What follows belongs to an exercise in optimizing a design on an open flow for small area, a short achievable clock period and few clock cycles; a production flow would make more cautious choices. Function was checked by simulation only, so behaviour that the tests miss may differ from the original. Power and IR drop assume default switching activity.

`flow/design.v`:
```
module fenc_crc8 (
    input  wire [7:0] crc_in,
    input  wire [7:0] data,
    output wire [7:0] crc_out
);
    wire [15:0] v = {data, crc_in};
    assign crc_out[0] = ^(v & 16'hcbcb);
    assign crc_out[1] = ^(v & 16'h9696);
    assign crc_out[2] = ^(v & 16'he7e7);
    assign crc_out[3] = ^(v & 16'hcece);
    assign crc_out[4] = ^(v & 16'h5757);
    assign crc_out[5] = ^(v & 16'haeae);
    assign crc_out[6] = ^(v & 16'h9797);
    assign crc_out[7] = ^(v & 16'he5e5);
endmodule
module fenc_crc48 (
    input  wire [7:0] crc_in,
    input  wire [47:0] data,
    output wire [7:0] crc_out
);
    wire [55:0] v = {data, crc_in};
    assign crc_out[0] = ^(v & 56'hcbe117ed3e4646);
    assign crc_out[1] = ^(v & 56'h96c32fda7d8c8c);
    assign crc_out[2] = ^(v & 56'he7664859c55e5e);
    assign crc_out[3] = ^(v & 56'hcecd90b28abdbd);
    assign crc_out[4] = ^(v & 56'h577a36882b3d3d);
    assign crc_out[5] = ^(v & 56'haef46c10577a7a);
    assign crc_out[6] = ^(v & 56'h9708cecd90b2b2);
    assign crc_out[7] = ^(v & 56'he5f08b761f2323);
endmodule
module fenc_crc_keep (
    input  wire [7:0] crc_in,
    output wire [7:0] byte_o
);
    assign byte_o[0] = ^(crc_in & 8'h43);
    assign byte_o[1] = ^(crc_in & 8'h86);
    assign byte_o[2] = ^(crc_in & 8'h4f);
    assign byte_o[3] = ^(crc_in & 8'h9f);
    assign byte_o[4] = ^(crc_in & 8'h7c);
    assign byte_o[5] = ^(crc_in & 8'hf9);
    assign byte_o[6] = ^(crc_in & 8'hb1);
    assign byte_o[7] = ^(crc_in & 8'h21);
endmodule
module fenc_clamp (
    input  wire [15:0] v,
    input  wire        p,
    output wire [10:0] c
);
    wire big = v[14] | v[13] | v[12] | v[11];
    wire lo  = v[15] | (!big && (p ? fenc_lt(v[10:0], 11'd191) : fenc_lt(v[10:0], 11'd1000)));
    wire hi  = !v[15] && (big || (p ? fenc_gt(v[10:0], 11'd1792) : fenc_gt(v[10:0], 11'd2000)));
    assign c = lo ? (p ? 11'd191 : 11'd1000) : hi ? (p ? 11'd1792 : 11'd2000) : v[10:0];
    function fenc_lt(input [10:0] x, input [10:0] k);
        integer i;
        begin
            fenc_lt = 1'b0;
            for (i = 0; i < 11; i = i + 1)
                fenc_lt = k[i] ? (!x[i] || fenc_lt) : (!x[i] && fenc_lt);
        end
    endfunction
    function fenc_gt(input [10:0] x, input [10:0] k);
        integer i;
        begin
            fenc_gt = 1'b0;
            for (i = 0; i < 11; i = i + 1)
                fenc_gt = k[i] ? (x[i] && fenc_gt) : (x[i] || fenc_gt);
        end
    endfunction
endmodule
module fenc_add #(parameter integer W = 25, parameter integer L = 5) (
    input  wire [W-1:0] a,
    input  wire [W-1:0] b,
    output wire [W-1:0] s
);
    wire [W-1:0] g [0:2*L];
    wire [W-1:0] p [0:2*L];
    assign g[0] = a & b;
    assign p[0] = a ^ b;
    genvar l, i;
    generate
        for (l = 0; l < L; l = l + 1) begin : g_up
            for (i = 0; i < W; i = i + 1) begin : g_bit
                if ((((i + 1) % (2 << l)) == 0)) begin : g_comb
                    assign g[l+1][i] = g[l][i] | (p[l][i] & g[l][i - (1 << l)]);
                    assign p[l+1][i] = p[l][i] & p[l][i - (1 << l)];
                end else begin : g_pass
                    assign g[l+1][i] = g[l][i];
                    assign p[l+1][i] = p[l][i];
                end
            end
        end
        for (l = L - 1; l >= 0; l = l - 1) begin : g_dn
            for (i = 0; i < W; i = i + 1) begin : g_bit
                if ((((i + 1) % (1 << l)) == 0) && (((i + 1) % (2 << l)) != 0) && (i >= (2 << l))) begin : g_comb
                    assign g[2*L-l][i] = g[2*L-l-1][i] | (p[2*L-l-1][i] & g[2*L-l-1][i - (1 << l)]);
                    assign p[2*L-l][i] = p[2*L-l-1][i] & p[2*L-l-1][i - (1 << l)];
                end else begin : g_pass
                    assign g[2*L-l][i] = g[2*L-l-1][i];
                    assign p[2*L-l][i] = p[2*L-l-1][i];
                end
            end
        end
    endgenerate
    assign s = p[0] ^ {g[2*L][W-2:0], 1'b0};
endmodule
module fenc_map (
    input  wire [15:0] a,
    input  wire        proto,         
    input  wire        thr,           
    output wire [15:0] y
);
    wire [24:0] a25 = {{9{a[15]}}, a};
    wire [24:0] o1 = a25 << 7;
    wire [24:0] o2 = proto ? (a25 << 6) : ~(a25 << 2);
    wire [24:0] o3 = proto ? (a25 << 3) : a25;
    wire [24:0] o4 = proto ? (thr ? (25'd191 << 9) : (25'd992 << 10))
                           : (thr ? (25'd1000 << 9) + 25'd1 : (25'd1500 << 10) + 25'd1);
    wire [24:0] s1 = o1 ^ o2 ^ o3;
    wire [24:0] c1 = ((o1 & o2) | (o1 & o3) | (o2 & o3)) << 1;
    wire [24:0] s2 = s1 ^ c1 ^ o4;
    wire [24:0] c2 = ((s1 & c1) | (s1 & o4) | (c1 & o4)) << 1;
    wire [24:0] z;
    fenc_add #(.W(25)) u_add (.a(s2), .b(c2), .s(z));
    assign y = thr ? z[24:9] : {z[24], z[24:10]};
endmodule
module fenc_mapc (
    input  wire [15:0] y,
    input  wire        proto,         
    input  wire        thr,           
    input  wire        armed,
    input  wire [10:0] thrmax,
    output wire [10:0] v
);
    wire big = y[14] | y[13] | y[12] | y[11];
    wire lo  = y[15] | (!big && (proto ? lt_c(y[10:0], 11'd191) : lt_c(y[10:0], 11'd1000)));
    wire hi  = !y[15] && (big || (thr ? gt_v(y[10:0], thrmax) :
                                  proto ? gt_v(y[10:0], 11'd1792) : gt_v(y[10:0], 11'd2000)));
    wire [10:0] hv  = thr ? thrmax : proto ? 11'd1792 : 11'd2000;
    wire [10:0] c   = lo ? (proto ? 11'd191 : 11'd1000) : hi ? hv : y[10:0];
    wire [10:0] dis = proto ? (thr ? 11'd191 : 11'd992) : (thr ? 11'd1000 : 11'd1500);
    assign v = armed ? c : dis;
    function lt_c(input [10:0] x, input [10:0] k);
        integer i;
        begin
            lt_c = 1'b0;
            for (i = 0; i < 11; i = i + 1)
                lt_c = k[i] ? (!x[i] || lt_c) : (!x[i] && lt_c);
        end
    endfunction
    function gt_v(input [10:0] x, input [10:0] k);
        integer i;
        begin
            gt_v = 1'b0;
            for (i = 0; i < 11; i = i + 1)
                gt_v = (x[i] && !k[i]) || (!(x[i] ^ k[i]) && gt_v);
        end
    endfunction
endmodule
module fenc_fbrd (
    input  wire [175:0] v,
    input  wire [7:0]   chk,
    input  wire         proto,        
    input  wire         n16,
    input  wire [5:0]   addr,
    output wire [7:0]   byte_o
);
    reg [7:0] cb, mb;
    always @* begin
        case (addr)
            6'd0: cb = 8'hC8;
            6'd1: cb = 8'h18;
            6'd2: cb = 8'h16;
            6'd3: cb = v[7:0];
            6'd4: cb = v[15:8];
            6'd5: cb = v[23:16];
            6'd6: cb = v[31:24];
            6'd7: cb = v[39:32];
            6'd8: cb = v[47:40];
            6'd9: cb = v[55:48];
            6'd10: cb = v[63:56];
            6'd11: cb = v[71:64];
            6'd12: cb = v[79:72];
            6'd13: cb = v[87:80];
            6'd14: cb = v[95:88];
            6'd15: cb = v[103:96];
            6'd16: cb = v[111:104];
            6'd17: cb = v[119:112];
            6'd18: cb = v[127:120];
            6'd19: cb = v[135:128];
            6'd20: cb = v[143:136];
            6'd21: cb = v[151:144];
            6'd22: cb = v[159:152];
            6'd23: cb = v[167:160];
            6'd24: cb = v[175:168];
            default: cb = chk;
        endcase
        case (addr)
            6'd0: mb = 8'h24;
            6'd1: mb = 8'h4D;
            6'd2: mb = 8'h3C;
            6'd3: mb = n16 ? 8'h20 : 8'h10;
            6'd4: mb = 8'hC8;
            6'd5: mb = v[7:0];
            6'd6: mb = {5'd0, v[10:8]};
            6'd7: mb = v[18:11];
            6'd8: mb = {5'd0, v[21:19]};
            6'd9: mb = v[29:22];
            6'd10: mb = {5'd0, v[32:30]};
            6'd11: mb = v[40:33];
            6'd12: mb = {5'd0, v[43:41]};
            6'd13: mb = v[51:44];
            6'd14: mb = {5'd0, v[54:52]};
            6'd15: mb = v[62:55];
            6'd16: mb = {5'd0, v[65:63]};
            6'd17: mb = v[73:66];
            6'd18: mb = {5'd0, v[76:74]};
            6'd19: mb = v[84:77];
            6'd20: mb = {5'd0, v[87:85]};
            6'd21: mb = n16 ? v[95:88] : chk;
            6'd22: mb = {5'd0, v[98:96]};
            6'd23: mb = v[106:99];
            6'd24: mb = {5'd0, v[109:107]};
            6'd25: mb = v[117:110];
            6'd26: mb = {5'd0, v[120:118]};
            6'd27: mb = v[128:121];
            6'd28: mb = {5'd0, v[131:129]};
            6'd29: mb = v[139:132];
            6'd30: mb = {5'd0, v[142:140]};
            6'd31: mb = v[150:143];
            6'd32: mb = {5'd0, v[153:151]};
            6'd33: mb = v[161:154];
            6'd34: mb = {5'd0, v[164:162]};
            6'd35: mb = v[172:165];
            6'd36: mb = {5'd0, v[175:173]};
            default: mb = chk;
        endcase
    end
    assign byte_o = proto ? cb : mb;
endmodule
module fenc (
    input  wire        clk,
    input  wire        rst,           
    input  wire        cmd_valid,
    output wire        cmd_ready,
    input  wire [31:0] cmd,
    output wire        rsp_valid,
    output wire        rsp_ok,
    output wire [15:0] rsp_data
);
    localparam [7:0] OP_NOP    = 8'h00, OP_LDAX   = 8'h01, OP_LDCH   = 8'h02,
                     OP_SETARM = 8'h03, OP_CSRW   = 8'h04, OP_CSRR   = 8'h05,
                     OP_RDAX   = 8'h06, OP_RDCH   = 8'h07, OP_RDFB   = 8'h08,
                     OP_POP    = 8'h09, OP_REWIND = 8'h0A, OP_RST    = 8'h0F,
                     OP_XORI   = 8'h10, OP_XORB   = 8'h11, OP_CRCI   = 8'h12,
                     OP_CRCB   = 8'h13, OP_MAPM   = 8'h20, OP_MAPC   = 8'h21,
                     OP_FMTM   = 8'h30, OP_FMTC   = 8'h31, OP_ENC    = 8'h40;
    reg         busy;                 
    reg         hold_q;               
    reg         sq_map, sq_fmt;       
    reg         sq_enc;               
    reg         sq_proto;             
    reg         rsp_ok_q;
    reg [15:0]  rsp_data_q;           
    reg         rs_ax, rs_ch;         
    reg [3:0]   raddr;                
    reg [15:0]  ax [0:3];
    reg         armed_q;
    reg [15:0]  ch [0:15];
    reg [7:0]   xsum_q, crc_q;
    reg [175:0] fbp;                  
    reg [7:0]   fbchk;                
    reg         fvalid_q, fproto_q, fn16_q;
    reg [5:0]   optr_q;
    reg         err_q;
    reg [2:0]   ecode_q;
    reg [3:0]   cfg_q;                
    reg [10:0]  aom_q, tmm_q, aoc_q, tmc_q;    
    wire seq  = sq_map || sq_fmt;
    wire idle = !hold_q;
    wire take = cmd_valid && idle;
    assign cmd_ready = idle && !rst;
    assign rsp_valid = busy && !rst;
    assign rsp_ok    = rsp_ok_q;
    wire [7:0]  op  = cmd[31:24];
    wire [7:0]  idx = cmd[23:16];
    wire [15:0] imm = cmd[15:0];
    wire idx0 = (idx == 8'd0);
    wire imm0 = (imm == 16'd0);
    reg legal;
    always @* begin
        case (op)
            OP_NOP, OP_POP, OP_REWIND, OP_RST, OP_XORI, OP_CRCI,
            OP_MAPM, OP_MAPC, OP_FMTM, OP_FMTC, OP_ENC:
                           legal = idx0 && imm0;
            OP_LDAX:       legal = (idx[7:2] == 6'd0);
            OP_LDCH:       legal = (idx[7:4] == 4'd0);
            OP_SETARM:     legal = idx0 && (imm[15:1] == 15'd0);
            OP_CSRW:       legal = 1'b1;
            OP_CSRR:       legal = imm0;
            OP_RDAX:       legal = (idx[7:2] == 6'd0) && imm0;
            OP_RDCH:       legal = (idx[7:4] == 4'd0) && imm0;
            OP_RDFB:       legal = imm0;
            OP_XORB, OP_CRCB:
                           legal = idx0 && (imm[15:8] == 8'd0);
            default:       legal = 1'b0;
        endcase
    end
    wire [5:0] flen = !fvalid_q ? 6'd0 : fproto_q ? 6'd26 : fn16_q ? 6'd38 : 6'd22;
    wire csr_rd_ok = (idx[7:3] == 5'd0 && idx[2:0] <= 3'd5) || (idx[7:2] == 6'd2);
    wire csr_wr_ok = idx0 || (idx[7:2] == 6'd2);
    reg [2:0] ecode_new;
    always @* begin
        ecode_new = 3'd0;
        if (!legal) ecode_new = 3'd1;
        else case (op)
            OP_CSRW: if (!csr_wr_ok) ecode_new = 3'd2;
            OP_CSRR: if (!csr_rd_ok) ecode_new = 3'd2;
            OP_RDFB: if (!fvalid_q) ecode_new = 3'd4;
                     else if ({2'b00, flen} <= idx) ecode_new = 3'd3;
            OP_POP:  if (!fvalid_q) ecode_new = 3'd4;
                     else if (optr_q == flen) ecode_new = 3'd3;
            default: ;
        endcase
    end
    wire ok = (ecode_new == 3'd0);
    wire idx_lo2 = (idx[7:2] == 6'd0), idx_lo4 = (idx[7:4] == 4'd0);
    wire imm_lo8 = (imm[15:8] == 8'd0), imm_lo1 = (imm[15:1] == 15'd0);
    wire z0   = idx0 && imm0;
    wire w_ldax  = take && op == OP_LDAX && idx_lo2;
    wire ldch    = take && op == OP_LDCH && idx_lo4;
    wire w_arm   = take && op == OP_SETARM && idx0 && imm_lo1;
    wire w_csrw  = take && op == OP_CSRW;
    wire w_pop   = take && op == OP_POP && z0 && fvalid_q && (optr_q != flen);
    wire w_rew   = take && op == OP_REWIND && z0;
    wire w_rst   = take && op == OP_RST && z0;
    wire w_xori  = take && op == OP_XORI && z0;
    wire w_xorb  = take && op == OP_XORB && idx0 && imm_lo8;
    wire w_crci  = take && op == OP_CRCI && z0;
    wire w_crcb  = take && op == OP_CRCB && idx0 && imm_lo8;
    wire w_map   = take && (op == OP_MAPM || op == OP_MAPC || op == OP_ENC) && z0;
    wire w_fmt   = take && (op == OP_FMTM || op == OP_FMTC) && z0;
    reg  rst_cmd_q;
    wire do_rst = rst || rst_cmd_q;
    wire [1:0]  mk     = raddr[1:0];     
    wire [1:0]  fq     = raddr[3:2];     
    wire [1:0]  ax_sel = raddr[1:0];
    wire [15:0] ax_rd  = ax[ax_sel];
    wire [1:0]  ch_q = raddr[3:2];
    wire [15:0] ch_a [0:3];
    genvar gi;
    generate
        for (gi = 0; gi < 4; gi = gi + 1) begin : g_cha
            assign ch_a[gi] = ch_q[1] ? (ch_q[0] ? ch[12 + gi] : ch[8 + gi])
                                      : (ch_q[0] ? ch[4 + gi]  : ch[gi]);
        end
    endgenerate
    wire [15:0] ch_rd = ch_a[raddr[1:0]];
    wire [7:0] fb_byte;
    fenc_fbrd u_fbrd (.v(fbp), .chk(fbchk), .proto(fproto_q), .n16(fn16_q),
                      .addr((op == OP_POP) ? optr_q : idx[5:0]), .byte_o(fb_byte));
    reg [15:0] csr_rdata;
    always @* begin
        case (idx[3:0])
            4'h0:    csr_rdata = {12'd0, cfg_q};
            4'h1:    csr_rdata = {8'd0, 1'b0, ecode_q, 1'b0, err_q, fproto_q, fvalid_q};
            4'h2:    csr_rdata = {10'd0, flen};
            4'h3:    csr_rdata = {10'd0, optr_q};
            4'h4:    csr_rdata = {8'd0, xsum_q};
            4'h5:    csr_rdata = {8'd0, crc_q};
            4'h8:    csr_rdata = {5'd0, aom_q};
            4'h9:    csr_rdata = {5'd0, tmm_q};
            4'hA:    csr_rdata = {5'd0, aoc_q};
            default: csr_rdata = {5'd0, tmc_q};
        endcase
    end
    assign rsp_data = rsp_data_q | ({16{rs_ax}} & ax_rd) | ({16{rs_ch}} & ch_rd);
    wire [43:0] f_vals;
    generate
        for (gi = 0; gi < 4; gi = gi + 1) begin : g_fcl
            fenc_clamp u_c (.v(ch_a[gi]), .p(sq_proto), .c(f_vals[11 * gi +: 11]));
        end
    endgenerate
    wire [10:0] imm_c;
    fenc_clamp u_cimm (.v(imm), .p(idx[1]), .c(imm_c));
    wire [15:0] m_y;
    wire        m_thr = (mk == 2'd3);
    fenc_map u_map (.a(ax_rd), .proto(sq_proto), .thr(m_thr), .y(m_y));
    wire [10:0] m_out;
    fenc_mapc u_mapc (.y(m_y), .proto(sq_proto), .thr(m_thr), .armed(armed_q),
                      .thrmax(sq_proto ? tmc_q : tmm_q), .v(m_out));
    wire        m_ord  = sq_proto ? cfg_q[3] : cfg_q[2];
    wire [1:0]  m_slot = mk[1] ? {1'b1, mk[0] ^ m_ord} : mk;
    wire        m_wr   = sq_map;
    wire [10:0] m_aux  = (mk == 2'd0) ? (sq_proto ? 11'd191 : 11'd1000) :
                         armed_q ? (sq_proto ? 11'd1792 : 11'd2000) : (sq_proto ? aoc_q : aom_q);
    wire [15:0] bus_a  = do_rst ? 16'd0 : ldch ? imm : {5'd0, m_out};
    wire [15:0] bus_b  = do_rst ? 16'd0 : ldch ? imm : {5'd0, m_aux};
    wire [3:0]  f_nib = fq[1] ? fbp[131:128] : fbp[43:40];
    wire [7:0]  f_acc = (fq == 2'd0) ? 8'hD3 : fbchk;      
    wire [7:0]  f_keep;
    fenc_crc_keep u_keep (.crc_in(f_acc), .byte_o(f_keep));
    wire [7:0]  f_b0  = fq[0] ? {f_vals[3:0], f_nib} : f_keep;
    wire [39:0] f_b15 = fq[0] ? f_vals[43:4] : f_vals[39:0];
    wire [7:0]  f_crc;
    fenc_crc48 u_crc (.crc_in(f_acc), .data({f_b15, f_b0}), .crc_out(f_crc));
    reg  [7:0] f_x;
    integer fi;
    always @* begin
        f_x = (fq == 2'd0) ? ((cfg_q[1] ? 8'h20 : 8'h10) ^ 8'hC8) : fbchk;
        if (!fq[1] || cfg_q[1])
            for (fi = 0; fi < 4; fi = fi + 1)
                f_x = f_x ^ f_vals[11 * fi +: 8] ^ {5'd0, f_vals[11 * fi + 8 +: 3]};
    end
    wire [7:0] f_chk = sq_proto ? f_crc : f_x;
    wire       f_end = sq_fmt && (fq == 2'd3);
    wire [7:0] crcb_out;
    fenc_crc8 u_crcb (.crc_in(crc_q), .data(imm[7:0]), .crc_out(crcb_out));
    integer k;
    always @(posedge clk) begin
        rsp_ok_q <= ok;
        rsp_data_q <= ({16{ok && op == OP_CSRR}} & csr_rdata) |
                      {8'd0, {8{ok && (op == OP_RDFB || op == OP_POP)}} & fb_byte};
        rs_ax    <= ok && op == OP_RDAX;
        rs_ch    <= ok && op == OP_RDCH;
        if (!seq)
            raddr <= idx[3:0];
        else if (sq_map)
            raddr <= (mk == 2'd3) ? 4'd0 : raddr + 4'd1;
        else
            raddr <= raddr + 4'd4;
        rst_cmd_q <= !rst && w_rst;
        hold_q    <= !rst && (take || (sq_map && !(mk == 2'd3 && !sq_enc)) ||
                              (sq_fmt && fq != 2'd3));
        if (rst) begin
            busy   <= 1'b0;
            sq_map <= 1'b0;
            sq_fmt <= 1'b0;
        end else begin
            busy <= take;
            if (w_map) begin
                sq_map   <= 1'b1;
                sq_enc   <= (op == OP_ENC);
                sq_proto <= (op == OP_ENC) ? cfg_q[0] : op[0];
            end else if (w_fmt) begin
                sq_fmt   <= 1'b1;
                sq_proto <= op[0];
            end else if (sq_map && mk == 2'd3) begin
                sq_map <= 1'b0;
                sq_fmt <= sq_enc;
            end else if (sq_fmt && fq == 2'd3) begin
                sq_fmt <= 1'b0;
            end
        end
        for (k = 0; k < 4; k = k + 1)
            if (do_rst || (ldch && idx[3:0] == k) || (m_wr && m_slot == k))
                ch[k] <= bus_a;
        if (do_rst || (ldch && idx[3:0] == 4) || (sq_map && mk == 2'd1))
            ch[4] <= bus_b;
        for (k = 5; k < 16; k = k + 1)
            if (do_rst || (ldch && idx[3:0] == k) || (sq_map && mk == 2'd0))
                ch[k] <= bus_b;
        if (sq_fmt) begin
            case (fq)
                2'd0: fbp[43:0]    <= f_vals;
                2'd1: fbp[87:44]   <= f_vals;
                2'd2: fbp[131:88]  <= f_vals;
                2'd3: fbp[175:132] <= f_vals;
            endcase
            fbchk <= f_chk;
        end
        if (do_rst) begin
            for (k = 0; k < 4; k = k + 1) ax[k] <= 16'd0;
            armed_q  <= 1'b0;
            xsum_q   <= 8'd0;
            crc_q    <= 8'd0;
            fvalid_q <= 1'b0;
            fproto_q <= 1'b0;
            fn16_q   <= 1'b0;
            optr_q   <= 6'd0;
            err_q    <= 1'b0;
            ecode_q  <= 3'd0;
            cfg_q    <= 4'b1000;
            aom_q    <= 11'd1000;
            tmm_q    <= 11'd2000;
            aoc_q    <= 11'd191;
            tmc_q    <= 11'd1792;
        end else begin
            if (take && !ok) begin
                err_q <= 1'b1;
                if (!err_q) ecode_q <= ecode_new;
            end
            if (w_ldax) ax[idx[1:0]] <= imm;
            if (w_arm)  armed_q <= imm[0];
            if (w_csrw) case (idx)
                8'h00: cfg_q <= imm[3:0];
                8'h08: aom_q <= imm_c;
                8'h09: tmm_q <= imm_c;
                8'h0A: aoc_q <= imm_c;
                8'h0B: tmc_q <= imm_c;
                default: ;
            endcase
            if (w_pop)  optr_q <= optr_q + 6'd1;
            if (w_rew)  optr_q <= 6'd0;
            if (w_xori) xsum_q <= 8'd0;
            if (w_xorb) xsum_q <= xsum_q ^ imm[7:0];
            if (w_crci) crc_q  <= 8'd0;
            if (w_crcb) crc_q  <= crcb_out;
            if (f_end) begin
                if (sq_proto) crc_q  <= f_chk;
                else          xsum_q <= f_chk;
                fvalid_q <= 1'b1;
                fproto_q <= sq_proto;
                fn16_q   <= cfg_q[1];
                optr_q   <= 6'd0;
            end
        end
    end
endmodule
```
`flow/flow/run.sh`:
```
#!/bin/bash
# The standard layout (the standard.sh: its synthesis, placement, CTS and
# routing), with settings changed for the steps after synthesis:
# - the ports get buf_4 buffers instead of the smallest buffer cell,
# - repair_timing is asked to leave 11.7 ns of setup slack at the design's
#   clock period, so that cells are sized for a shorter achieved period,
# - core utilisation 40%.
set -euo pipefail
bash standard.sh synth > orfs_synth.log 2>&1
bash standard.sh SETUP_SLACK_MARGIN=11.7 CORE_UTILIZATION=40 "BUFFER_PORTS_ARGS=-buffer_cell sky130_fd_sc_hd__buf_4" finish > orfs_layout.log 2>&1
```
`flow/config.mk`:
```
export PLATFORM = sky130hd
export DESIGN_NAME = fenc
export DESIGN_NICKNAME = fenc
export VERILOG_FILES = /design/flow/design.v
export SDC_FILE = /design/flow/constraint.sdc
export NUM_CORES = 4
export LEC_CHECK = 0
export CAP_MARGIN = 20
export CORE_MARGIN = 2
export CORE_UTILIZATION = 40
export SLEW_MARGIN = 20
```
`flow/standard.sh`:
```
#!/bin/bash
# synth_recipe.tcl (not shown) runs the flow's synth.tcl, then flattens the netlist and writes it again
# the make line also repeats each setting of config.mk as NAME=value (left out here)
make -C /OpenROAD-flow-scripts/flow DESIGN_CONFIG=/design/flow/config.mk WORK_HOME=/design/flow/orfs CLKGATE_MAP_FILE= SYNTH_SCRIPT=/design/flow/synth_recipe.tcl "${@:-finish}"
```
`flow/constraint.sdc`:
```
create_clock -name core_clock -period 20.0 [get_ports {clk}]
set_input_delay 4.0000 -clock core_clock [delete_from_list [all_inputs] [get_ports {clk}]]
set_output_delay 4.0000 -clock core_clock [all_outputs]
set_load 0.01 [all_outputs]
```
==> results of run 1 <==
[cell families (layout without fill, tap and decap cells)]
family	after synthesis	count (layout)	synth area share, %
AO/OA/AOI/OAI	757	758	15.5
XOR/XNOR	234	234	6.79
adder cells (fa/ha/maj)	104	104	4.41
buffers and inverters	292	372	3.59
flip-flops	607	607	49.7
multiplexers	188	188	8.52
AND/OR/NAND/NOR	860	860	11.4
[cell type report]
type	instances	area, µm²
Clock buffer	90	1870
Clock inverter	37	423
Fill cell	7881	46600
Inverter	109	409
Multi-Input combinational cell	2144	16500
Sequential cell	607	17200
Tap cell	1144	1430
Timing Repair Buffer	136	1100
[report_power, final]
part / switching [mW] / internal (mW) / total [mW]
combinational: 0.603 / 0.338 / 0.941
sequential: 0.0108 / 1.41 / 1.42
clock: 0.568 / 0.706 / 1.27
[cell usage in the layout, fill, tap and decap left out, types with 71 or more instances in the layout]
cell | Yosys | layout
o21ai_0 | 152 | 132
mux4_2 | 71 | 71
nand2_1 | 260 | 260
buf_4 | 2 | 129
edfxtp_1 | 508 | 508
xnor2_1 | 154 | 154
inv_1 | 103 | 101
mux2i_1 | 89 | 87
clkbuf_16 | 0 | 71
dfxtp_1 | 99 | 97
nor2_1 | 272 | 264
a21oi_1 | 149 | 141
[state kept, by name, indices dropped and copies added (netlist names), 3 cells and up]
| signal | flops |
|---|---|
| ch | 256 |
| fbp | 176 |
| ax | 64 |
| aoc_q | 11 |
| aom_q | 11 |
| rsp_data_q | 11 |
| tmc_q | 11 |
| tmm_q | 11 |
| crc_q | 8 |
| fbchk | 8 |
| xsum_q | 8 |
| optr_q | 6 |
| cfg_q | 4 |
| raddr | 4 |
| ecode_q | 3 |
[critical path, delay by kind of cell]
family	cells	cell delay (ns)
buf+inv	2	0.21
simple gates	1	0.10
[through the flow]
| stage | instance area [µm²] | worst slack [ns] |
|---|---|---|
| global placement | 36400 | 11.19 |
| detailed placement | 36500 | 11.53 |
| floorplan | 34700 | 11.69 |
| global route | 39000 | 11.67 |
| CTS | 38900 | 11.70 |
| finish | 39000 | 11.69 |
[metal layers]
metal	part of all wire (%)	vias up
met5	0	-
met4	6.9	0
met3	8.2	391
li1	-	11700
met2	46	1658
met1	39	13900
[repair_timing]
item | 4_1_cts | 5_1_grt
endpoints found under the setup margin | 14 | 46
setup buffers | 3 | 1
gates cloned | 0 | 1
hold endpoints to repair | 0 | 0
pin swaps | 0 | 2
gates resized for setup | 10 | 16
[final timing paths]
check / start / end / slack (ns)
setup / recovery: rst / rsp_valid / 11.69
hold / removal: aoc_q[9] / aoc_q[9] / 0.49
setup reg to reg: raddr[0] / ch[1][6] / 12.07
hold reg to reg: aoc_q[9] / aoc_q[9] / 0.49
==> summary.txt, run 1 <==
Status
  – Outcome: finished clean

Placement
  – Placed Cells: 4135
  – Count of input and output buffers: 53
  – Post-DP HPWL: 102 mm
  – Routability Congestion: 1.02

Setup path
  – CP max FO: 4
  – Critical Path Slowest Stage Cell: buf_12
  – Crit end category: primary output
  – Crit start category: primary input
  – Worst-case reg-to-reg path depth: 27
  – Ordered cell list for the critical path: buf_12 -> nor2b_4 -> buf_6
  – Arr. time, crit path: 4.31 ns
  – Req. time, crit path: 16.00 ns
  – Setup CP Type: in2out
  – CP max stage delay: 0.11 ns

Timing
  – Max frequency: 0.120 GHz
  – RSZ-0062 raised after global routing: yes
  – Setup TNS Final: 0 ns
  – Setup violators final: 0
  – WHS: 0.492 ns
  – Actual slew at the worst max-slew pin: 1.18 ns
  – Crit path time final: 8.31 ns
  – Final hold viol count: 0
  – Period utilization: 41.5%
  – Max Slew Vio Count: 0
  – Setup Skew: 0.0591 ns
  – Slew headroom: 21.4%

Route
  – Vias per std cell: 6.47
  – Final routed DRC violation total: 0
  – Drt pass-1 iters: 7
  – WL/cell: 32.8 µm
  – Initial drt markers: 3845
  – Total number of vias: 27600
  – Routed WL: 140 mm
  – Post-DRT Antenna Nets: 0

Finish
  – Final Non-Filler Cells: 4267
  – ANT cells: 0
  – Share of cells above drive strength 1: 13.5%
  – Area delta synth->final: 12.4%
  – NumNets Final: 3205
  – Final core occ: 45.6%

Yosys
  – Async SR Flop Fraction: 0%
  – Yosys top cell area share: 44.0%
  – Area leader, netlist: edfxtp_1
  – Most frequent cell after synthesis: edfxtp_1
  – Post-synthesis sequential area ratio: 49.7%
  – Top_reg_cell synth: edfxtp_1
  – Syn Nets: 3179
  – Cell Area, Synth: 34700 µm²
  – Yosys warning total: 7
  – Number of flops mapped to enable cells by yosys: 508
  – Cell count after synthesis: 3042
  – List of most frequent post-synthesis cells: 508 x edfxtp_1, 272 x nor2_1, 260 x nand2_1, 154 x xnor2_1, 152 x o21ai_0
  – Register bit count reported by yosys: 607
  – Library cells used by synthesis: 102
  – Syn_area_per_cell: 11.4 µm²
  – Synth area leaders: edfxtp_1 44%, dfxtp_1 5.7%, mux4_2 4.6%

Flow run
  – Max-cap violations: 0

Global route
  – Vias in the first global route: 26600
  – GRT Overall Usage: 30.9%
  – Gr ovfl total: 0
  – First-pass GRT wire length: 198 mm
  – Met2 global-route usage: 49.3%
  – GRT met1 Usage: 40.2%
  – Largest net degree at the start of global routing: 110
  – Most crowded layer after global routing: met2
  – GR Util met3: 4.55%
  – Initial antenna violation count: 2

Pwr
  – PD cells: 93.4 nW/µm²
  – Peak supply drop: 0.0000784 V
  – Leakage power: 13.9 nW
  – Tot Pwr: 3.64 mW

Clocking
  – CTS tree: done
  – Post-CTS Hold Buffers: 0
  – Clock sink count: 607
  – Clk buf depth: 3
  – H-tree depth: 3
  – Clk Latency, worst-skew pair: 0.66 ns
  – Root Buffer: clkbuf_16
  – Total CTS buffers: 70
  – Reg clk slew, reported paths: 0.05 ns

Hold path
  – Hold WC Path Type: reg2reg
  – Worst Hold Path Cells: 2

Floorplan
  – Chip Width: 298 µm
  – Core area: 85500 µm²
  – I/O Pins: 54
  – Row count: 107
  – Die height: 298 µm
  – Initial cell density of the core: 40.5%
  – Die ar.: 89000 µm²
Testbench counts, summed over its fixed seeds: cycles 604,871.
==> run 2: changes to the inputs <==
--- a/flow/design.v
+++ b/flow/design.v
@@ -165,75 +165,66 @@
     output wire [7:0]   byte_o
 );
-    reg [7:0] cb, mb;
-    always @* begin
-        case (addr)
-            6'd0: cb = 8'hC8;
-            6'd1: cb = 8'h18;
-            6'd2: cb = 8'h16;
-            6'd3: cb = v[7:0];
-            6'd4: cb = v[15:8];
-            6'd5: cb = v[23:16];
-            6'd6: cb = v[31:24];
-            6'd7: cb = v[39:32];
-            6'd8: cb = v[47:40];
-            6'd9: cb = v[55:48];
-            6'd10: cb = v[63:56];
-            6'd11: cb = v[71:64];
-            6'd12: cb = v[79:72];
-            6'd13: cb = v[87:80];
-            6'd14: cb = v[95:88];
-            6'd15: cb = v[103:96];
-            6'd16: cb = v[111:104];
-            6'd17: cb = v[119:112];
-            6'd18: cb = v[127:120];
-            6'd19: cb = v[135:128];
-            6'd20: cb = v[143:136];
-            6'd21: cb = v[151:144];
-            6'd22: cb = v[159:152];
-            6'd23: cb = v[167:160];
-            6'd24: cb = v[175:168];
-            default: cb = chk;
-        endcase
-        case (addr)
-            6'd0: mb = 8'h24;
-            6'd1: mb = 8'h4D;
-            6'd2: mb = 8'h3C;
-            6'd3: mb = n16 ? 8'h20 : 8'h10;
-            6'd4: mb = 8'hC8;
-            6'd5: mb = v[7:0];
-            6'd6: mb = {5'd0, v[10:8]};
-            6'd7: mb = v[18:11];
-            6'd8: mb = {5'd0, v[21:19]};
-            6'd9: mb = v[29:22];
-            6'd10: mb = {5'd0, v[32:30]};
-            6'd11: mb = v[40:33];
-            6'd12: mb = {5'd0, v[43:41]};
-            6'd13: mb = v[51:44];
-            6'd14: mb = {5'd0, v[54:52]};
-            6'd15: mb = v[62:55];
-            6'd16: mb = {5'd0, v[65:63]};
-            6'd17: mb = v[73:66];
-            6'd18: mb = {5'd0, v[76:74]};
-            6'd19: mb = v[84:77];
-            6'd20: mb = {5'd0, v[87:85]};
-            6'd21: mb = n16 ? v[95:88] : chk;
-            6'd22: mb = {5'd0, v[98:96]};
-            6'd23: mb = v[106:99];
-            6'd24: mb = {5'd0, v[109:107]};
-            6'd25: mb = v[117:110];
-            6'd26: mb = {5'd0, v[120:118]};
-            6'd27: mb = v[128:121];
-            6'd28: mb = {5'd0, v[131:129]};
-            6'd29: mb = v[139:132];
-            6'd30: mb = {5'd0, v[142:140]};
-            6'd31: mb = v[150:143];
-            6'd32: mb = {5'd0, v[153:151]};
-            6'd33: mb = v[161:154];
-            6'd34: mb = {5'd0, v[164:162]};
-            6'd35: mb = v[172:165];
-            6'd36: mb = {5'd0, v[175:173]};
-            default: mb = chk;
-        endcase
-    end
+    wire [63:0] dec = 64'd1 << addr;
+    wire [7:0] cb = ({8{dec[0]}} & 8'hC8) | ({8{dec[1]}} & 8'h18) | ({8{dec[2]}} & 8'h16)
+        | ({8{dec[25]}} & chk)
+        | ({8{dec[3]}} & v[7:0])
+        | ({8{dec[4]}} & v[15:8])
+        | ({8{dec[5]}} & v[23:16])
+        | ({8{dec[6]}} & v[31:24])
+        | ({8{dec[7]}} & v[39:32])
+        | ({8{dec[8]}} & v[47:40])
+        | ({8{dec[9]}} & v[55:48])
+        | ({8{dec[10]}} & v[63:56])
+        | ({8{dec[11]}} & v[71:64])
+        | ({8{dec[12]}} & v[79:72])
+        | ({8{dec[13]}} & v[87:80])
+        | ({8{dec[14]}} & v[95:88])
+        | ({8{dec[15]}} & v[103:96])
+        | ({8{dec[16]}} & v[111:104])
+        | ({8{dec[17]}} & v[119:112])
+        | ({8{dec[18]}} & v[127:120])
+        | ({8{dec[19]}} & v[135:128])
+        | ({8{dec[20]}} & v[143:136])
+        | ({8{dec[21]}} & v[151:144])
+        | ({8{dec[22]}} & v[159:152])
+        | ({8{dec[23]}} & v[167:160])
+        | ({8{dec[24]}} & v[175:168])
+        ;
+    wire [7:0] mb = ({8{dec[0]}} & 8'h24) | ({8{dec[1]}} & 8'h4D) | ({8{dec[2]}} & 8'h3C)
+        | ({8{dec[3]}} & (n16 ? 8'h20 : 8'h10)) | ({8{dec[4]}} & 8'hC8)
+        | ({8{dec[37]}} & chk) | ({8{dec[21] & !n16}} & chk)
+        | ({8{dec[5]}} & v[7:0])
+        | ({8{dec[6]}} & {5'd0, v[10:8]})
+        | ({8{dec[7]}} & v[18:11])
+        | ({8{dec[8]}} & {5'd0, v[21:19]})
+        | ({8{dec[9]}} & v[29:22])
+        | ({8{dec[10]}} & {5'd0, v[32:30]})
+        | ({8{dec[11]}} & v[40:33])
+        | ({8{dec[12]}} & {5'd0, v[43:41]})
+        | ({8{dec[13]}} & v[51:44])
+        | ({8{dec[14]}} & {5'd0, v[54:52]})
+        | ({8{dec[15]}} & v[62:55])
+        | ({8{dec[16]}} & {5'd0, v[65:63]})
+        | ({8{dec[17]}} & v[73:66])
+        | ({8{dec[18]}} & {5'd0, v[76:74]})
+        | ({8{dec[19]}} & v[84:77])
+        | ({8{dec[20]}} & {5'd0, v[87:85]})
+        | ({8{dec[21] & n16}} & v[95:88])
+        | ({8{dec[22]}} & {5'd0, v[98:96]})
+        | ({8{dec[23]}} & v[106:99])
+        | ({8{dec[24]}} & {5'd0, v[109:107]})
+        | ({8{dec[25]}} & v[117:110])
+        | ({8{dec[26]}} & {5'd0, v[120:118]})
+        | ({8{dec[27]}} & v[128:121])
+        | ({8{dec[28]}} & {5'd0, v[131:129]})
+        | ({8{dec[29]}} & v[139:132])
+        | ({8{dec[30]}} & {5'd0, v[142:140]})
+        | ({8{dec[31]}} & v[150:143])
+        | ({8{dec[32]}} & {5'd0, v[153:151]})
+        | ({8{dec[33]}} & v[161:154])
+        | ({8{dec[34]}} & {5'd0, v[164:162]})
+        | ({8{dec[35]}} & v[172:165])
+        | ({8{dec[36]}} & {5'd0, v[175:173]})
+        ;
     assign byte_o = proto ? cb : mb;
 endmodule
--- a/flow/flow/run.sh
+++ b/flow/flow/run.sh
@@ -5,5 +5,5 @@
 # - repair_timing is asked to leave 11.7 ns of setup slack at the design's
 #   clock period, so that cells are sized for a shorter achieved period,
-# - core utilisation 40%.
+# - core utilisation 40%; the clock tree settings are in config.mk.
 set -euo pipefail
 bash standard.sh synth > orfs_synth.log 2>&1
--- a/flow/config.mk
+++ b/flow/config.mk
@@ -9,3 +9,6 @@
 export CORE_MARGIN = 2
 export CORE_UTILIZATION = 40
+export CTS_CLUSTER_DIAMETER = 60
+export CTS_CLUSTER_SIZE = 30
+export PLACE_DENSITY = 0.75
 export SLEW_MARGIN = 20
==> summary.txt, run 2 <==
Status
  – Outcome: finished clean

Route
  – Routed WL: 127 mm
  – Post-DRT Antenna Nets: 0
  – Total number of vias: 28000
  – Drt pass-1 iters: 9
  – Vias per std cell: 6.62
  – WL/cell: 30.1 µm
  – Initial drt markers: 5102
  – Final routed DRC violation total: 0

Finish
  – Most frequent cells in the layout: 508 x edfxtp_1, 271 x nor2_1, 241 x nand2_1
  – Largest Register: ch
  – Biggest regs: ch (256), fbp (176), ax (64)
  – Multi-input gate area: 16300 µm²
  – Most common cell after layout, fill and taps aside: edfxtp_1
  – Reg area: 17200 µm²
  – Share of cells above drive strength 1: 12.7%
  – NumNets Final: 3183
  – Max reg flops: 256
  – Area delta synth->final: 10.4%
  – # fillers: 7819
  – Final core occ: 44.6%

Yosys
  – Number of flops mapped to enable cells by yosys: 508
  – Area leader, netlist: edfxtp_1
  – Most frequent cell after synthesis: edfxtp_1
  – Synth area leaders: edfxtp_1 44%, dfxtp_1 5.7%, mux4_2 5.2%
  – Syn_area_per_cell: 11.3 µm²
  – Top_reg_cell synth: edfxtp_1
  – Cell Area, Synth: 34500 µm²
  – Syn Nets: 3196
  – Cell count after synthesis: 3058
  – List of most frequent post-synthesis cells: 508 x edfxtp_1, 284 x nor2_1, 242 x nand2_1, 157 x a21oi_1, 157 x o21ai_0
  – Library cells used by synthesis: 92
  – Yosys top cell area share: 44.3%
  – Yosys warning total: 6
  – Async SR Flop Fraction: 0%
  – Post-synthesis sequential area ratio: 50.0%
  – Register bit count reported by yosys: 607

Global route
  – GRT met1 Usage: 37.5%
  – Most crowded layer after global routing: met2
  – Vias in the first global route: 25900
  – Largest net degree at the start of global routing: 120
  – GRT Overall Usage: 27.9%
  – First-pass GRT wire length: 183 mm
  – GR Util met3: 7.41%
  – Initial antenna violation count: 4
  – Met2 global-route usage: 41.3%
  – Gr ovfl total: 0

Clocking
  – Clk Latency, worst-skew pair: 0.66 ns
  – Total CTS buffers: 41
  – Clk buf depth: 3
  – Reg clk slew, reported paths: 0.09 ns
  – Root Buffer: clkbuf_16
  – H-tree depth: 2
  – Clock sink count: 607
  – CTS tree: done
  – Post-CTS Hold Buffers: 0

Floorplan
  – I/O Pins: 54
  – Core area: 85300 µm²
  – Die ar.: 88500 µm²
  – Initial cell density of the core: 40.4%
  – Chip Width: 298 µm
  – Die height: 298 µm
  – Row count: 107

Hold path
  – Worst Hold Path Cells: 2
  – Hold WC Path Type: reg2reg

Setup path
  – CP top delay family: buffers and inverters
  – Crit start category: primary input
  – Ordered cell list for the critical path: buf_12 -> nor2b_4 -> buf_6
  – CP bufs+invs: 2
  – Crit end category: primary output
  – CP max FO: 3
  – Req. time, crit path: 16.00 ns
  – Crit. path cell count: 3
  – Arr. time, crit path: 4.30 ns
  – CP max stage delay: 0.10 ns
  – Critical Path Slowest Stage Cell: buf_12
  – Worst-case reg-to-reg path depth: 28
  – Setup CP Type: in2out

Pwr
  – Sw Pwr: 1.14 mW
  – Net Sw Frac: 33.7%
  – Int Pwr: 2.24 mW
  – Peak supply drop: 0.0000865 V
  – Clock power frac: 30.4%
  – PD cells: 88.6 nW/µm²
  – Seq pwr share: 42.3%
  – Leakage power: 13.4 nW
  – Tot Pwr: 3.37 mW
  – Combinational share of power: 27.3%

Timing
  – Final worst-path setup slack: 11.70 ns
  – Max frequency: 0.120 GHz
  – Setup Skew: 0.0539 ns
  – RSZ-0062 raised after global routing: yes
  – Max Slew Vio Count: 0
  – Slew headroom: 11.8%
  – Actual slew at the worst max-slew pin: 1.32 ns
  – Setup TNS Final: 0 ns
  – Crit path time final: 8.30 ns
  – Setup violators final: 0
  – Final hold viol count: 0
  – Period utilization: 41.5%

Flow run
  – Max-cap violations: 0

Placement
  – Dpl ws: 11.52 ns
  – Post-DP HPWL: 90.4 mm
  – Routability Congestion: 1.09
  – Count of input and output buffers: 53
-- run 2: cell types whose count changed after synthesis, moves of 14 or more --
cell,previous run,this run
a221oi_1,38,62
a22o_1,33,56
mux2i_1,89,66
nand2_1,260,242
a222oi_1,32,18
nor2b_1,24,10
xor2_1,58,72
-- run 2: cell type report --
type,instances,area share [%]
diodes,3,0.0197
clock buffers,42,2.76
clock inverters,31,1.49
inverters,113,1.11
multi-input cells,2152,42.8
flip-flops and latches,607,45.3
well taps,1144,3.76
repair buffers,130,2.74
-- run 2: logic make-up (layout without fill, tap and decap cells) --
| kind of cell | count (synthesis) | count (layout) | share of synthesized area (%) |
|---|---|---|---|
| AO/OA/AOI/OAI | 807 | 807 | 16.3 |
| XOR/XNOR | 243 | 243 | 6.86 |
| adder cells (fa/ha/maj) | 103 | 103 | 4.44 |
| buffers and inverters | 299 | 316 | 3.48 |
| flip-flops | 607 | 607 | 50.0 |
| multiplexers | 160 | 160 | 7.60 |
| other | 0 | 3 | 0 |
| AND/OR/NAND/NOR | 839 | 839 | 11.3 |
-- run 2: power by group through the flow --
stage          combinational (mW)  clock, mW  sequential [mW]
2_1_floorplan               0.600          0             1.45
3_3_place_gp                0.866          0             1.45
3_5_place_dp                0.871          0             1.46
4_1_cts                     0.877       1.02             1.43
5_1_grt                     0.970       1.07             1.43
6_report                    0.920       1.02             1.43
-- run 2: final timing paths --
| path | startpoint | to | slack (ns) |
|---|---|---|---|
| max | rst | rsp_valid | 11.70 |
| min | aoc_q[10] | aoc_q[10] | 0.48 |
| max reg2reg | sq_proto | ch[2][0] | 12.20 |
| min reg2reg | aoc_q[10] | aoc_q[10] | 0.48 |
-- run 2: metal layers --
metal | vias to the layer above | routed length, µm
li1 | 11600 | -
met2 | 2249 | 54200
met5 | - | 41
met1 | 13600 | 47600
met3 | 478 | 16900
met4 | 6 | 8550
-- run 2: stage by stage --
| stage | cells | cell area, µm² | hold WS [ns] |
|---|---|---|---|
| 3_3_place_gp | 4140 | 36200 | 0.455 |
| 6_report | 4222 | 38000 | 0.482 |
| 2_1_floorplan | 3058 | 34500 | 0.431 |
| 4_1_cts | 4215 | 37900 | 0.481 |
| 5_1_grt | 4219 | 38000 | 0.499 |
| 3_5_place_dp | 4140 | 36200 | 0.463 |
-- run 2: repair_timing --
| item | in CTS | in global routing |
|---|---|---|
| pin swaps | 0 | 3 |
| cloned | 0 | 0 |
| resized for setup | 8 | 21 |
| setup endpoints to repair | 59 | 53 |
| setup buffers | 2 | 0 |
-- run 2: tightest hold or removal path, delay by kind of cell (launching register included) --
kind	cells	cell delay, ns
flip-flops	1	0.33
AND/OR/NAND/NOR	1	0.06
AO/OA/AOI/OAI	1	0.05
Testbench counts of run 2, summed over its fixed seeds: cycles 604,871.
==> run 3: changes to the inputs <==
--- a/flow/config.mk
+++ b/flow/config.mk
@@ -9,6 +9,6 @@
 export CORE_MARGIN = 2
 export CORE_UTILIZATION = 40
-export CTS_CLUSTER_DIAMETER = 60
-export CTS_CLUSTER_SIZE = 30
+export CTS_CLUSTER_DIAMETER = 50
+export CTS_CLUSTER_SIZE = 25
 export PLACE_DENSITY = 0.75
 export SLEW_MARGIN = 20
==> summary.txt, run 3 <==
Status
  – Outcome: finished clean

Yosys
  – Syn Nets: 3196
  – Async SR Flop Fraction: 0%
  – Number of flops mapped to enable cells by yosys: 508
  – Post-Synth Simple-Gate Area: 11.3%
  – Post-synthesis mux area share: 7.60%
  – Syn_area_per_cell: 11.3 µm²
  – List of most frequent post-synthesis cells: 508 x edfxtp_1, 284 x nor2_1, 242 x nand2_1, 157 x a21oi_1, 157 x o21ai_0
  – Register bit count reported by yosys: 607
  – Compound-gate portion of the synthesized area: 16.3%
  – Cell Area, Synth: 34500 µm²
  – Cell count after synthesis: 3058
  – Top_reg_cell synth: edfxtp_1
  – Most frequent cell after synthesis: edfxtp_1
  – Synth area leaders: edfxtp_1 44%, dfxtp_1 5.7%, mux4_2 5.2%
  – Area leader, netlist: edfxtp_1
  – Post-synthesis sequential area ratio: 50.0%
  – Xor and xnor area share after synthesis: 6.86%
  – Library cells used by synthesis: 92
  – Yosys warning total: 6
  – Largest family of logic cells by synthesized area: compound AO/OA/AOI/OAI gates
  – Adder-cell share of the synthesized area: 4.44%
  – Yosys top cell area share: 44.3%

Setup path
  – CP endpoint: rsp_valid
  – Crit start category: primary input
  – RR Endpoint: ch[0][2]
  – Worst-case reg-to-reg path depth: 30
  – Req. time, crit path: 16.00 ns
  – FF-to-FF setup slack: 12.27 ns
  – CP max FO: 3
  – Crit end category: primary output
  – Setup CP Type: in2out
  – Reg-to-reg startpoint: raddr[1]
  – Critical Path Slowest Stage Cell: buf_12
  – CP max stage delay: 0.10 ns
  – Arr. time, crit path: 4.30 ns
  – Crit path launch: rst
  – Ordered cell list for the critical path: buf_12 -> nor2b_4 -> buf_6

Timing
  – Actual slew at the worst max-slew pin: 1.17 ns
  – RSZ-0062 raised after global routing: yes
  – Setup TNS Final: 0 ns
  – Crit path time final: 8.30 ns
  – Final hold viol count: 0
  – Setup violators final: 0
  – Slew headroom: 22.3%
  – Period utilization: 41.5%
  – Max Slew Vio Count: 0
  – Max frequency: 0.120 GHz
  – Setup Skew: 0.0399 ns

Clocking
  – Reg clk slew, reported paths: 0.08 ns
  – Post-CTS Hold Buffers: 0
  – H-tree depth: 2
  – Clock sink count: 607
  – Clk Latency, worst-skew pair: 0.68 ns
  – Root Buffer: clkbuf_16
  – CTS tree: done
  – Clk buf depth: 3
  – Total CTS buffers: 54

Global route
  – Largest net degree at the start of global routing: 120
  – First-pass GRT wire length: 183 mm
  – GRT Overall Usage: 28.0%
  – Vias in the first global route: 26100
  – Gr ovfl total: 0
  – Initial antenna violation count: 7

Finish
  – Area delta synth->final: 11.6%
  – Largest Register: ch
  – # fillers: 7786
  – Most frequent cells in the layout: 508 x edfxtp_1, 271 x nor2_1, 241 x nand2_1
  – Max reg flops: 256
  – Share of cells above drive strength 1: 13.6%
  – Most common cell after layout, fill and taps aside: edfxtp_1
  – Biggest regs: ch (256), fbp (176), ax (64)
  – NumNets Final: 3199

Pwr
  – Peak supply drop: 0.0000723 V
  – Tot Pwr: 3.52 mW
  – PD cells: 91.4 nW/µm²
  – Leakage power: 13.7 nW

Placement
  – Count of input and output buffers: 53
  – Routability Congestion: 1.09
  – Post-DP HPWL: 90.4 mm

Floorplan
  – Die height: 298 µm
  – I/O Pins: 54
  – Chip Width: 298 µm
  – Initial cell density of the core: 40.4%
  – Die ar.: 88500 µm²
  – Row count: 107
  – Core area: 85300 µm²

Route
  – WL met3: 17.4 mm
  – Max layer used: met5
  – Routed wl met2: 54.6 mm
  – Drt pass-1 iters: 10
  – Vias per std cell: 6.58
  – Routed WL: 128 mm
  – Post-DRT Antenna Nets: 0
  – Total number of vias: 28000
  – Initial drt markers: 5149
  – Final routed DRC violation total: 0
  – WL/cell: 30.0 µm
  – Met1 wire length: 47.4 mm

Hold path
  – Hold WC Path Type: reg2reg

Flow run
  – Max-cap violations: 0
==> run 3: cell counts after synthesis <==
Identical to the previous run, type by type.
==> run 3: timing repair <==
action                     in CTS  in global routing
gates cloned                    0                  0
setup endpoints to repair      59                 53
pin swaps                       0                  2
setup buffers                   2                  0
resized for setup               8                 19
==> run 3: layer usage <==
metal | global-route usage [%] | vias up
met5 | 0 | -
met4 | 15.2 | 8
met3 | 7.74 | 464
met2 | 41.3 | 2315
met1 | 37.4 | 13500
li1 | - | 11700
==> run 3: kinds of logic (layout without fill, tap and decap cells) <==
kind of cell	Yosys count	after routing
compound gates	807	807
xor+xnor	243	243
fa+ha+maj	103	103
buf+inv	299	348
flops	607	607
mux	160	160
other cells	0	1
simple gates	839	839
==> run 3: cell type report <==
cell class	instances	area [µm²]	area share [%]
flip-flops and latches	607	17200	44.8
multi-input cells	2152	16300	42.3
clock buffers	58	1440	3.74
well taps	1144	1430	3.72
repair buffers	133	1080	2.80
clock inverters	44	571	1.48
inverters	113	424	1.10
diodes	1	2.50	0.00651
==> run 3: worst min-delay path by stage <==
| stage | slack (ns) | depth (start not counted) | from | end |
|---|---|---|---|---|
| CTS | 0.48 | 2 | ecode_q[2] | ecode_q[2] |
| finish | 0.48 | 2 | aoc_q[10] | aoc_q[10] |
| floorplan | 0.43 | 2 | ecode_q[1] | ecode_q[1] |
| detailed placement | 0.46 | 2 | aoc_q[10] | aoc_q[10] |
| global route | 0.50 | 2 | ecode_q[2] | ecode_q[2] |
| global placement | 0.45 | 2 | aoc_q[10] | aoc_q[10] |
==> run 3: stage by stage <==
stage | setup slack [ns] | utilization, % | hold slack, ns | instances | area, µm²
6_report | 11.70 | 45.1 | 0.480 | 4252 | 38500
5_1_grt | 11.68 | 45.1 | 0.495 | 4251 | 38500
4_1_cts | 11.69 | 44.9 | 0.480 | 4244 | 38300
3_5_place_dp | 11.52 | 42.5 | 0.463 | 4140 | 36200
3_3_place_gp | 11.55 | 42.4 | 0.455 | 4140 | 36200
2_1_floorplan | 11.71 | - | 0.431 | 3058 | 34500
==> run 3: power breakdown <==
| part | total, mW | internal, mW | switching, mW |
|---|---|---|---|
| logic | 0.920 | 0.347 | 0.573 |
| registers | 1.43 | 1.41 | 0.0133 |
| clock network | 1.17 | 0.582 | 0.588 |
==> run 3: critical path, delay by kind of cell <==
family,cells,cell delay (ns)
buffers and inverters,2,0.20
and+or+nand+nor,1,0.10
==> run 4: changes to the inputs <==
--- a/flow/config.mk
+++ b/flow/config.mk
@@ -9,6 +9,5 @@
 export CORE_MARGIN = 2
 export CORE_UTILIZATION = 40
-export CTS_CLUSTER_DIAMETER = 50
-export CTS_CLUSTER_SIZE = 25
-export PLACE_DENSITY = 0.75
+export CTS_CLUSTER_DIAMETER = 60
+export CTS_CLUSTER_SIZE = 30
 export SLEW_MARGIN = 20
==> summary.txt, run 4 <==
Status
  – Outcome: finished clean

Pwr
  – PD cells: 87.0 nW/µm²
  – Leakage power: 13.4 nW
  – Peak supply drop: 0.0000885 V

Clocking
  – Clock sink count: 607
  – Root Buffer: clkbuf_16
  – Clk Latency, worst-skew pair: 0.63 ns
  – CTS tree: done
  – Clk buf depth: 3
  – Post-CTS Hold Buffers: 0
  – Total CTS buffers: 41
  – Reg clk slew, reported paths: 0.08 ns
  – H-tree depth: 2

Finish
  – Most common cell after layout, fill and taps aside: edfxtp_1
  – Reg area: 17200 µm²
  – Most frequent cells in the layout: 508 x edfxtp_1, 269 x nor2_1, 240 x nand2_1
  – Area delta synth->final: 10.1%
  – Biggest regs: ch (256), fbp (176), ax (64)
  – Final Non-Filler Cells: 4229
  – Share of cells above drive strength 1: 12.7%
  – Largest Register: ch
  – NumNets Final: 3189
  – Max reg flops: 256
  – Multi-input gate area: 16200 µm²
  – # fillers: 7930

Setup path
  – Crit end category: primary output
  – CP max FO: 3
  – Arr. time, crit path: 4.30 ns
  – Req. time, crit path: 16.00 ns
  – Setup CP Type: in2out
  – RR Endpoint: ch[1][3]
  – Crit start category: primary input
  – FF-to-FF setup slack: 12.10 ns
  – Worst-case reg-to-reg path depth: 32
  – Reg-to-reg startpoint: raddr[0]

Timing
  – Max frequency: 0.120 GHz
  – Final hold viol count: 0
  – Period utilization: 41.5%
  – Slew headroom: 13.1%
  – Setup TNS Final: 0 ns
  – RSZ-0062 raised after global routing: yes
  – Max Slew Vio Count: 0
  – Setup Skew: 0.0269 ns
  – Actual slew at the worst max-slew pin: 1.30 ns
  – Crit path time final: 8.30 ns
  – Setup violators final: 0

Yosys
  – Number of flops mapped to enable cells by yosys: 508
  – Yosys top cell area share: 44.3%
  – Syn_area_per_cell: 11.3 µm²
  – Cell count after synthesis: 3058
  – Post-synthesis sequential area ratio: 50.0%
  – Most frequent cell after synthesis: edfxtp_1
  – Area leader, netlist: edfxtp_1
  – List of most frequent post-synthesis cells: 508 x edfxtp_1, 284 x nor2_1, 242 x nand2_1, 157 x a21oi_1, 157 x o21ai_0
  – Library cells used by synthesis: 92
  – Register bit count reported by yosys: 607
  – Cell Area, Synth: 34500 µm²
  – Yosys warning total: 6
  – Synth area leaders: edfxtp_1 44%, dfxtp_1 5.7%, mux4_2 5.2%
  – Async SR Flop Fraction: 0%
  – Top_reg_cell synth: edfxtp_1
  – Syn Nets: 3196

Global route
  – Met2 global-route usage: 44.2%
  – Most crowded layer after global routing: met2
  – Initial antenna violation count: 1
  – Gr ovfl total: 0
  – First-pass GRT wire length: 186 mm
  – GRT met1 Usage: 39.2%
  – GR Util met3: 4.99%
  – Largest net degree at the start of global routing: 74
  – Vias in the first global route: 25400
  – GRT Overall Usage: 28.8%

Placement
  – Post-DP HPWL: 94.3 mm
  – Placed Cells: 4150
  – Routability Congestion: 1.07
  – Count of input and output buffers: 53

Floorplan
  – Die ar.: 88500 µm²
  – Chip Width: 298 µm
  – Row count: 107
  – Die height: 298 µm
  – Core area: 85300 µm²
  – I/O Pins: 54
  – Initial cell density of the core: 40.4%

Hold path
  – Hold WC Path Type: reg2reg
  – WHS Endpoint: aoc_q[10]
  – Worst Hold Path Cells: 2
  – Hold wc startpoint: aoc_q[10]

Route
  – Post-DRT Antenna Nets: 0
  – Drt pass-1 iters: 6
  – WL/cell: 30.9 µm
  – Total number of vias: 27300
  – Initial drt markers: 4001
  – Routed WL: 131 mm
  – Vias per std cell: 6.46
  – Final routed DRC violation total: 0

Flow run
  – Max-cap violations: 0
run 4: cell counts after synthesis:
Identical to the previous run, type by type.
run 4: layout make-up:
class / instances / area share [%]
Sequential cell: 607 / 45.4
Multi-Input combinational cell: 2152 / 42.7
Tap cell: 1144 / 3.77
Timing Repair Buffer: 136 / 2.82
Clock buffer: 42 / 2.77
Clock inverter: 34 / 1.39
Inverter: 113 / 1.12
Antenna cell: 1 / 0.00659
run 4: timing repair:
action                     in CTS  in global routing
setup buffers                   2                  0
setup endpoints to repair       7                 46
resized for setup               4                 10
gates cloned                    0                  0
run 4: where the power goes:
group          internal [mW]  switching (mW)  total (mW)
Sequential              1.41          0.0111        1.42
Combinational          0.343           0.549       0.892
Clock                  0.454           0.531       0.985
run 4: how the worst max path moves through the flow:
stage	from	to	slack, ns	depth (start not counted)
after floorplan	rst	cmd_ready	11.71	2
after global placement	cmd[11]	rsp_data_q[3]	11.56	12
after detailed placement	cmd[11]	rsp_data_q[3]	11.59	12
after CTS	rst	rsp_valid	11.70	3
after global routing	rst	rsp_valid	11.68	3
final	rst	rsp_valid	11.70	3
run 4: critical path, stage by stage:
cell and delay (ns):
buf_12 0.10, nor2b_4 0.10, buf_6 0.10
run 4: cell families after synthesis:
family          Yosys count  share of synthesized area [%]
simple gates            839                           11.3
compound gates          807                           16.3
flops                   607                           50.0
buf+inv                 299                           3.48
xor+xnor                243                           6.86
mux                     160                           7.60
fa+ha+maj               103                           4.44
run 4: routing by layer:
metal	up-vias	routed length (µm)
met1	13600	52300
met2	1683	58100
met3	364	12600
met5	-	0
met4	0	7860
li1	11700	-
run 4: per-stage QoR:
step	worst slack [ns]	hold WS, ns	utilization [%]	cell area [µm²]	total power, mW
global placement	11.56	0.460	42.5	36300	2.33
detailed placement	11.59	0.462	42.5	36300	2.33
floorplan	11.71	0.431	-	34500	2.05
CTS	11.70	0.476	44.4	37900	3.30
finish	11.70	0.479	44.5	38000	3.30
global route	11.68	0.498	44.5	38000	3.41
==> run 5: changes to the inputs <==
==> flow/flow/run.sh (replaced) <==
#!/bin/bash
# The standard layout (the standard.sh: its synthesis, placement, CTS and
# routing), with settings changed for the steps after synthesis:
# - the ports get buf_4 buffers instead of the smallest buffer cell,
# - repair_timing is asked to leave 11.7 ns of setup slack at the design's
#   clock period, so that cells are sized for a shorter achieved period,
# - core utilisation 55%; the clock tree settings are in config.mk.
set -euo pipefail
bash standard.sh synth > orfs_synth.log 2>&1
bash standard.sh SETUP_SLACK_MARGIN=11.7 CORE_UTILIZATION=55 "BUFFER_PORTS_ARGS=-buffer_cell sky130_fd_sc_hd__buf_4" finish > orfs_layout.log 2>&1
--- a/flow/config.mk
+++ b/flow/config.mk
@@ -8,5 +8,5 @@
 export CAP_MARGIN = 20
 export CORE_MARGIN = 2
-export CORE_UTILIZATION = 40
+export CORE_UTILIZATION = 55
 export CTS_CLUSTER_DIAMETER = 60
 export CTS_CLUSTER_SIZE = 30
==> summary.txt, run 5 <==
Yosys
  – Post-Synth Simple-Gate Area: 11.3%
  – Syn_area_per_cell: 11.3 µm²
  – Area leader, netlist: edfxtp_1
  – Largest family of logic cells by synthesized area: compound AO/OA/AOI/OAI gates
  – Cell Area, Synth: 34500 µm²
  – Yosys warning total: 6
  – Syn Nets: 3196
  – Post-synthesis sequential area ratio: 50.0%
  – Number of flops mapped to enable cells by yosys: 508
  – Register bit count reported by yosys: 607
  – Yosys top cell area share: 44.3%
  – Library cells used by synthesis: 92
  – Synth area leaders: edfxtp_1 44%, dfxtp_1 5.7%, mux4_2 5.2%
  – Xor and xnor area share after synthesis: 6.86%
  – Most frequent cell after synthesis: edfxtp_1
  – Post-synthesis mux area share: 7.60%
  – Top_reg_cell synth: edfxtp_1
  – Cell count after synthesis: 3058
  – Adder-cell share of the synthesized area: 4.44%
  – List of most frequent post-synthesis cells: 508 x edfxtp_1, 284 x nor2_1, 242 x nand2_1, 157 x a21oi_1, 157 x o21ai_0
  – Async SR Flop Fraction: 0%
  – Compound-gate portion of the synthesized area: 16.3%

Route
  – Met1 wire length: 47.6 mm
  – Post-DRT Antenna Nets: 0
  – Initial drt markers: 4652
  – Max layer used: met5
  – Vias per std cell: 7.17
  – Total number of vias: 28200
  – WL/cell: 33.7 µm
  – Drt pass-1 iters: 9
  – Routed WL: 133 mm
  – Routed wl met2: 58.7 mm
  – WL met3: 16.8 mm
  – Final routed DRC violation total: 0

Finish
  – Share of cells above drive strength 1: 13.2%
  – Most common cell after layout, fill and taps aside: edfxtp_1
  – Area delta synth->final: 9.51%
  – Most frequent cells in the layout: 508 x edfxtp_1, 270 x nor2_1, 241 x nand2_1
  – Largest Register: ch
  – NumNets Final: 3201
  – Biggest regs: ch (256), fbp (176), ax (64)
  – Max reg flops: 256

Setup path
  – CP max FO: 3
  – Arr. time, crit path: 4.31 ns
  – Crit end category: primary output
  – Setup CP Type: in2out
  – Req. time, crit path: 16.00 ns
  – Crit start category: primary input

Timing
  – WHS: 0.502 ns
  – Crit path time final: 8.31 ns
  – Setup TNS Final: 0 ns
  – Setup Skew: 0.0372 ns
  – Actual slew at the worst max-slew pin: 1.16 ns
  – Slew headroom: 21.8%
  – Max Slew Vio Count: 0
  – Period utilization: 41.5%
  – Setup violators final: 0
  – Max frequency: 0.120 GHz
  – RSZ-0062 raised after global routing: yes
  – Final hold viol count: 0

Clocking
  – Total CTS buffers: 44
  – Clk Latency, worst-skew pair: 0.65 ns
  – Post-CTS Hold Buffers: 0
  – Clock sink count: 607
  – H-tree depth: 2
  – CTS tree: done
  – Reg clk slew, reported paths: 0.10 ns
  – Root Buffer: clkbuf_16
  – Clk buf depth: 3

Floorplan
  – Core area: 61800 µm²
  – Initial cell density of the core: 55.8%
  – Chip Width: 254 µm
  – Row count: 91
  – Die height: 254 µm
  – Die ar.: 64700 µm²
  – I/O Pins: 54

Placement
  – Routability Congestion: 1.08
  – Count of input and output buffers: 53
  – Post-DP HPWL: 94.7 mm

Global route
  – Gr ovfl total: 0
  – First-pass GRT wire length: 189 mm
  – Initial antenna violation count: 5
  – GRT Overall Usage: 41.0%
  – Vias in the first global route: 26500
  – Largest net degree at the start of global routing: 70

Pwr
  – Leakage power: 13.5 nW
  – PD cells: 89.8 nW/µm²
  – Peak supply drop: 0.0000914 V
  – Tot Pwr: 3.39 mW

Hold path
  – Hold WC Path Type: reg2reg

Status
  – Outcome: finished clean

Flow run
  – Max-cap violations: 0
run 5: cell counts after synthesis:
Identical to the previous run, type by type.
run 5: worst paths after layout:
path                            startpoint        end  slack [ns]  cells after the start
worst max-delay path                   rst  rsp_valid       11.69                      3
worst max register to register    sq_proto   ch[1][3]       11.97                     29
worst min-delay path             aoc_q[10]  aoc_q[10]        0.50                      2
worst min register to register   aoc_q[10]  aoc_q[10]        0.50                      2
run 5: what timing repair did:
item / in CTS / in global routing
gates cloned: 1 / 0
setup endpoints to repair: 44 / 48
resized for setup: 11 / 16
endpoints found under the hold margin: 0 / 0
buffers inserted: 1 / 5
run 5: layout make-up:
| cell class | instances | area [µm²] |
|---|---|---|
| repair buffers | 144 | 1120 |
| inverters | 113 | 432 |
| clock buffers | 46 | 1130 |
| flip-flops and latches | 607 | 17200 |
| multi-input cells | 2152 | 16300 |
| repair inverters | 1 | 5.00 |
| clock inverters | 34 | 500 |
| diodes | 1 | 2.50 |
| well taps | 837 | 1050 |
| fillers | 4925 | 24100 |
run 5: power breakdown:
part	switching [mW]	internal (mW)
Combinational	0.608	0.347
Clock	0.539	0.470
Sequential	0.0113	1.41
run 5: cells by family after synthesis:
group           Yosys count
buf+inv                 299
compound gates          807
xor+xnor                243
fa+ha+maj               103
mux                     160
flops                   607
simple gates            839
run 5: layer usage:
layer | vias to the layer above | GRT usage, %
li1 | 11700 | -
met4 | 2 | 23.4
met5 | - | 0
met1 | 13800 | 53.9
met2 | 2229 | 62.6
met3 | 480 | 9.52
run 5: through the flow:
stage	std cells	utilization, %	instance area, µm²	setup slack, ns
floorplan	3058	-	34500	11.71
global placement	3844	58.0	35900	11.61
detailed placement	3845	58.1	35900	11.56
CTS	3927	60.8	37600	11.69
global route	3934	61.1	37700	11.58
finish	3935	61.1	37700	11.69
run 5: critical path: stages:
cell     delay [ns]
buf_12         0.11
nor2b_4        0.10
buf_6          0.10

## port drivers added, routing unchanged
Ports are ideal in the flow. The routed layouts listed here were re-timed in OpenROAD.
Step 1 assumes that a clkbuf_16 drives the clock port and a buf_2 every other input.
Step 2 also shifts input and output timing later by t, the mid clock arrival at the registers, as if the neighbouring blocks saw the same clock.
a / b / c = ideal / step 1 / step 2; a / b = the first two.
run	shift t [ns]	slack for setup (ns)	worst setup path at the end	slew at the worst register clock pin (ns)
run 1	0.694	11.692 / 11.644 / 11.408	input to register	0.07 / 0.07
run 2	0.691	11.698 / 11.649 / 11.635	input to register	0.12 / 0.12
run 3	0.716	11.698 / 11.649 / 11.577	input to register	0.10 / 0.10
run 4	0.690	11.697 / 11.650 / 11.396	input to register	0.11 / 0.11
run 5	0.700	11.694 / 11.644 / 11.311	input to register	0.11 / 0.11
After both steps setup and hold are still met in every run listed. For run 5, which loses most, drivers alone change the setup slack by -0.050 ns; drivers and shift together by -0.383 ns.
